Background: an optimization exercise with open tools, aiming at small area. Do not read the settings as production practice. The RTL was checked by simulation tests, not by an equivalence proof against the original design. Power is estimated from default activity; no workload was simulated.

**config.mk**
```make
export PLATFORM = sky130hd
export DESIGN_NAME = frame_detector
export DESIGN_NICKNAME = frame_detector
export VERILOG_FILES = /design/flow/design.v
export SDC_FILE = /design/flow/constraint.sdc
export NUM_CORES = 4
export LEC_CHECK = 0
export CAP_MARGIN = 20
export CORE_MARGIN = 2
export CORE_UTILIZATION = 40
export SLEW_MARGIN = 20
```
**constraint.sdc**
```tcl
create_clock -name core_clock -period 20.0 [get_ports {clk}]
set_input_delay 4.0000 -clock core_clock [delete_from_list [all_inputs] [get_ports {clk}]]
set_output_delay 4.0000 -clock core_clock [all_outputs]
set_load 0.01 [all_outputs]
```
**design.v**
```verilog
module frame_detector (
    input  wire         clk,
    input  wire         rst,           
    input  wire [9:0]   w,             
    output reg  [2:0]   outcome,
    output reg  [1:0]   dec,
    output wire [5:0]   frm_len,
    output wire [311:0] frm,           
    output reg          ev_valid,
    output wire [5:0]   ev_len,
    output wire [287:0] ev_id,         
    output reg          diag_valid,
    output reg  [2:0]   diag_code
);
    localparam integer CAP = 40;
    localparam [1:0] OP_IDLE   = 2'd0;
    localparam [1:0] OP_BYTE   = 2'd1;
    localparam [1:0] OP_CLOSED = 2'd2;
    localparam [1:0] OP_ATTACH = 2'd3;
    localparam [7:0] STX = 8'h02;
    localparam [7:0] ETX = 8'h03;
    localparam [7:0] CR  = 8'h0D;
    localparam [7:0] LF  = 8'h0A;
    localparam [2:0] OC_INCOMPLETE = 3'd0;
    localparam [2:0] OC_COMPLETE   = 3'd1;
    localparam [2:0] OC_OVERFLOW   = 3'd2;
    localparam [2:0] OC_CLOSED     = 3'd3;
    localparam [2:0] OC_REJECTED   = 3'd4;
    localparam [1:0] DEC_OK       = 2'd0;
    localparam [1:0] DEC_NO_START = 2'd1;
    localparam [1:0] DEC_NO_TERM  = 2'd2;
    localparam [2:0] DG_OVERFLOW = 3'd1;
    localparam [2:0] DG_NO_START = 3'd2;
    localparam [2:0] DG_NO_TERM  = 3'd3;
    localparam [2:0] DG_CLOSED   = 3'd4;
    localparam [2:0] DG_REJECTED = 3'd5;
    wire [1:0] op = w[9:8];
    wire [7:0] d  = w[7:0];
    reg [8*CAP-1:0] buf_q;        
    reg [5:0] len_q;              
    reg       closed_q;           
    wire full     = (len_q == CAP);
    wire is_byte  = (op == OP_BYTE);
    wire do_store = !rst && is_byte && !closed_q && !full && (d != ETX);
    wire do_reset_buf = rst
                     || (op == OP_ATTACH)
                     || (op == OP_CLOSED && !closed_q)
                     || (is_byte && !closed_q && (full || d == ETX));
    genvar g;
    generate
        for (g = 0; g < CAP; g = g + 1) begin : g_buf
            always @(posedge clk) begin
                if (do_store && len_q == g)
                    buf_q[8*g +: 8] <= d;
            end
        end
    endgenerate
    always @(posedge clk) begin
        if (rst) begin
            len_q    <= 6'd0;
            closed_q <= 1'b0;
        end else begin
            if (do_reset_buf)
                len_q <= 6'd0;
            else if (do_store)
                len_q <= len_q + 6'd1;
            if (op == OP_ATTACH)
                closed_q <= 1'b0;
            else if (op == OP_CLOSED)
                closed_q <= 1'b1;
        end
    end
    assign frm     = buf_q[8*(CAP-1)-1:0];
    assign frm_len = len_q;
    localparam integer NF = CAP - 1;    
    function automatic [NF-1:0] index_bit_mask(input integer b);
        integer p;
        begin
            for (p = 0; p < NF; p = p + 1)
                index_bit_mask[p] = (p >> b) & 1;
        end
    endfunction
    reg [NF-1:0] is_stx;       
    reg [NF-1:0] is_term;      
    integer i;
    always @(*) begin
        for (i = 0; i < NF; i = i + 1) begin
            is_stx[i]  = (i < len_q) && (buf_q[8*i +: 8] == STX);
            is_term[i] = (i + 1 < len_q) && (buf_q[8*i +: 8] == CR)
                         && (buf_q[8*(i+1) +: 8] == LF);
        end
    end
    wire [NF-1:0] first_stx  = is_stx & ~(is_stx - 1'b1);
    wire [NF-1:0] after_stx  = ~(first_stx | (first_stx - 1'b1));
    wire [NF-1:0] term_cand  = is_term & after_stx;
    wire [NF-1:0] first_term = term_cand & ~(term_cand - 1'b1);
    wire s_found = |is_stx;
    wire t_found = s_found && (|term_cand);
    reg [5:0] s_pos, t_pos;
    integer b;
    always @(*) begin
        for (b = 0; b < 6; b = b + 1) begin
            s_pos[b] = |(first_stx  & index_bit_mask(b));
            t_pos[b] = |(first_term & index_bit_mask(b));
        end
    end
    wire [8*CAP-1:0] payload = buf_q >> (8 * (s_pos + 6'd1));
    assign ev_id  = payload[8*(CAP-4)-1:0];
    assign ev_len = t_pos - s_pos - 6'd1;
    always @(*) begin
        outcome    = OC_INCOMPLETE;
        dec        = DEC_OK;
        ev_valid   = 1'b0;
        diag_valid = 1'b0;
        diag_code  = 3'd0;
        if (!rst) begin
            case (op)
                OP_BYTE: begin
                    if (closed_q) begin
                        outcome    = OC_REJECTED;
                        diag_valid = 1'b1;
                        diag_code  = DG_REJECTED;
                    end else if (full) begin
                        outcome    = OC_OVERFLOW;
                        diag_valid = 1'b1;
                        diag_code  = DG_OVERFLOW;
                    end else if (d == ETX) begin
                        outcome = OC_COMPLETE;
                        if (!s_found) begin
                            dec        = DEC_NO_START;
                            diag_valid = 1'b1;
                            diag_code  = DG_NO_START;
                        end else if (!t_found) begin
                            dec        = DEC_NO_TERM;
                            diag_valid = 1'b1;
                            diag_code  = DG_NO_TERM;
                        end else begin
                            ev_valid = 1'b1;
                        end
                    end
                end
                OP_CLOSED: begin
                    diag_valid = 1'b1;
                    if (closed_q) begin
                        outcome   = OC_REJECTED;
                        diag_code = DG_REJECTED;
                    end else begin
                        outcome   = OC_CLOSED;
                        diag_code = DG_CLOSED;
                    end
                end
                default: ;    
            endcase
        end
    end
endmodule
```
**run.sh**
```bash
#!/bin/bash
# synth_recipe.tcl (not shown) runs the flow's synth.tcl, then flattens the netlist and writes it again
# the make line also repeats each setting of config.mk as NAME=value (left out here)
make -C /OpenROAD-flow-scripts/flow DESIGN_CONFIG=/design/flow/config.mk WORK_HOME=/design/flow/orfs CLKGATE_MAP_FILE= SYNTH_SCRIPT=/design/flow/synth_recipe.tcl finish
```
==> summary.txt <==
## final timing paths
path / startpoint / end / slack [ns] / cells after the start
setup reg to reg: len_q[1] / buf_q[20] / 15.23 / 8
hold reg to reg: len_q[4] / len_q[4] / 0.52 / 2
hold / removal: len_q[4] / len_q[4] / 0.52 / 2
setup / recovery: len_q[2] / ev_id[142] / 6.12 / 18
## through the flow
| step | power [mW] | cell area (µm²) | setup WS (ns) | util (%) |
|---|---|---|---|---|
| floorplan | 0.773 | 36100 | 10.43 | - |
| global placement | 0.795 | 41500 | 7.18 | 46.2 |
| detailed placement | 0.795 | 41500 | 7.31 | 46.2 |
| CTS | 1.48 | 42700 | 6.68 | 47.6 |
| global route | 1.51 | 42900 | 6.17 | 47.8 |
| finish | 1.49 | 43000 | 6.12 | 47.9 |
## flip-flops by register name, summed over array words and instances (netlist names)
register	cells
buf_q	320
closed_q	1
len_q	6
## placed cells by master (no fill, tap or decap), types with 35 or more instances in the layout
cell type        instances
a211oi_1               182
a21oi_1                186
a221o_1                 46
a22o_1                  45
a22oi_1                 82
and3_1                  37
buf_4                  160
clkbuf_16               37
clkdlybuf4s50_1        625
diode_2                 35
edfxtp_1               320
mux2_2                  69
mux2i_1                567
nand2_1                451
nand3_1                119
nor2_1                 216
nor3_1                  44
nor4_1                  80
o211ai_1                42
o21ai_0                152
o221ai_1                60
o22ai_1                 37
## per-layer routing
metal / global-route usage (%) / part of all wire, %
met3: 35.4 / 17
met2: 79.1 / 38
met1: 66.4 / 34
met5: 2.89 / 0.21
met4: 49.8 / 11
## worst max-delay path, cell delays in order, from the launching register on
cell and delay, ns:
dfxtp_2 0.60, a2111oi_1 0.96, nor4b_1 0.19, o21bai_1 0.35, nor4_4 0.26, buf_4 0.26
nand4_2 0.48, a211o_1 0.51, nand4_1 0.13, buf_4 0.30, nand2_8 0.39, inv_8 0.66
buf_4 0.75, buf_4 0.79, mux2i_1 0.77, a22oi_1 0.45, o22a_1 0.32, o21ai_0 0.26
clkdlybuf4s50_1 0.68
## layout make-up
| cell class | instances | area, µm² |
|---|---|---|
| sequential | 327 | 9750 |
| tap | 1176 | 1470 |
| inverter | 34 | 148 |
| timing repair buffer | 805 | 7630 |
| multi-input combinational | 3169 | 22700 |
| fill | 8680 | 46800 |
| clock inverter | 19 | 255 |
| antenna | 35 | 87.6 |
| clock buffer | 44 | 952 |
## power by group through the flow
stage	Combinational, mW	Sequential, mW	Clock, mW
final	0.0296	0.753	0.703
after global routing	0.0292	0.753	0.727
after CTS	0.0277	0.753	0.699
after detailed placement	0.0276	0.768	0
after global placement	0.0272	0.768	0
after floorplan	0.00495	0.768	0
## logic make-up (layout without fill, tap and decap cells)
logic type,after synthesis,in the layout
buffers and inverters,699,902
muxes,643,643
other,0,35
DFF,327,327
and+or+nand+nor,1267,1267
xor gates and xnor gates,8,8
adders and majority gates,13,13
AOI/OAI and AO/OA,1238,1238
==> results.json <==
{
  "coreArea_um2": 89700,
  "cts.clk_slew.worst_paths_ns": 0.07,
  "postCtsSetupRepairBufs": 0,
  "switching_share_pct": 21.0,
  "antenna_found_initial": 43,
  "cap_violations": 0,
  "worstSkewPairLatency_ns": 0.60,
  "synth_top_area_share_pct": 26.6,
  "drt_iter0_markers": 9278,
  "synth_xor_area_share_pct": 0.194,
  "timing_worst_slew_pin_value_ns": 1.33,
  "cp.arrival_ns": 9.88,
  "drtPass1Iterations": 11,
  "critPathCaptureType": "output port",
  "num_rows": 110,
  "die_h_um": 305,
  "crit_fanout": 94,
  "cts-hold-fix-buffers": 0,
  "start_kind": "flop",
  "p_leak_nw": 14.4,
  "synth_compound_area_share_pct": 25.3,
  "synth_seq_area_share_pct": 27.0,
  "initial_core_util_pct": 40.3,
  "syn2layout_area_growth_pct": 18.9,
  "required_ns": 16.00,
  "synth.avg_cell_area_um2": 8.61,
  "clock_path_buffers": 3,
  "place_inst": 5502,
  "finalCriticalPeriod_ns": 13.88,
  "io_buffers": 633,
  "combPwrFrac_pct": 2.0,
  "fmax_mhz": 72.0,
  "vias": 44400,
  "synth-simple-area-share_pct": 17.6,
  "grt_pass1_wl_um": 375000,
  "yosys.area_share.adder_pct": 0.471,
  "maxSlewHeadroom_pct": 10.2,
  "setup-violations-final": 0,
  "dp.final_hpwl_um": 216000,
  "routabilityCongestion": 1.16,
  "syn_area_um2": 36100,
  "power_density_nw_per_um2": 34.6,
  "status": "timing/DRC/antenna clean",
  "ios": 634,
  "p_clk_share_pct": 47.3,
  "synth_top_family_by_area": "compound AO/OA/AOI/OAI gates",
  "synthFlopType": "edfxtp_1",
  "power.internal_mw": 1.17,
  "seqPwrFrac_pct": 50.7,
  "drcViolationCount": 0,
  "clock_skew_ns": 0.0325,
  "grt-ovfl-total": 0,
  "yosysTopAreaCell": "edfxtp_1",
  "h-tree-depth": 2,
  "synthCells": 4195,
  "ys_top_cells_by_count": "572 x mux2i_1, 454 x nand2_1, 342 x buf_4",
  "worst_hold_path_type": "flop to flop",
  "synth_area_leaders": "edfxtp_1 27%, mux2i_1 16%, buf_4 7.1%, nand2_1 4.7%, a211oi_1 3.9%",
  "ys_seq_elements": 327,
  "synthDistinctLibCells": 106,
  "synth_nets": 4220,
  "yosys_warnings": 1,
  "drtAntennaViolNets": 0,
  "grt_max_degree": 156,
  "period_share_pct": 69.4,
  "fin_cells": 5609,
  "drv_slew": 0,
  "yosysMostFrequentCell": "mux2i_1",
  "avgRoutedWirePerCell_um": 51.2,
  "cts_resized": 0,
  "rsz0062_at_grt": "false",
  "final_layout_size_suffix_gt1_share_pct": 9.62,
  "hold_slack_ns": 0.516,
  "cts_tree": "yes",
  "hold_violations": 0,
  "viasPerCell": 7.91,
  "cts_sinks": 327,
  "die_w_um": 305,
  "async_flop_share_pct": 0,
  "clock-root-buffer": "clkbuf_16",
  "numCtsBuffers": 35,
  "path_class": "flop to output port",
  "drt-total-wl_um": 287000,
  "dieArea_um2": 92800,
  "grtUsageTotal_pct": 59.3,
  "p_sw_uw": 312,
  "vdd.ir_drop.worst_v": 0.0000857,
  "synth_mux_area_share_pct": 18.1,
  "synth-edff-count": 320,
  "setup_tns_ns": 0,
  "first_global_vias": 39900,
  "nets": 4397
}

static timing again, ports no longer ideal:
Ports are ideal in the flow. The routed layout listed here was re-timed in OpenROAD. Step 1 sets driving cells, clkbuf_16 on the clock port and buf_2 on the other inputs (assumed; they add their load-dependent delay and slew). Step 2, shift: input delay + t, output delay - t, t = (earliest + latest rising clock arrival at the registers) / 2. This alone moves slack from input paths to output paths. Slacks: no drivers / after step 1 / after step 2; pairs: no drivers / after step 1.
t (ns): 0.659
setup WS [ns]: 6.120 / 6.048 / 6.707
worst setup path at the end: register to output
After both steps this run still meets setup and hold. For this run, drivers alone change the setup slack by -0.072 ns; drivers and shift together by +0.587 ns.
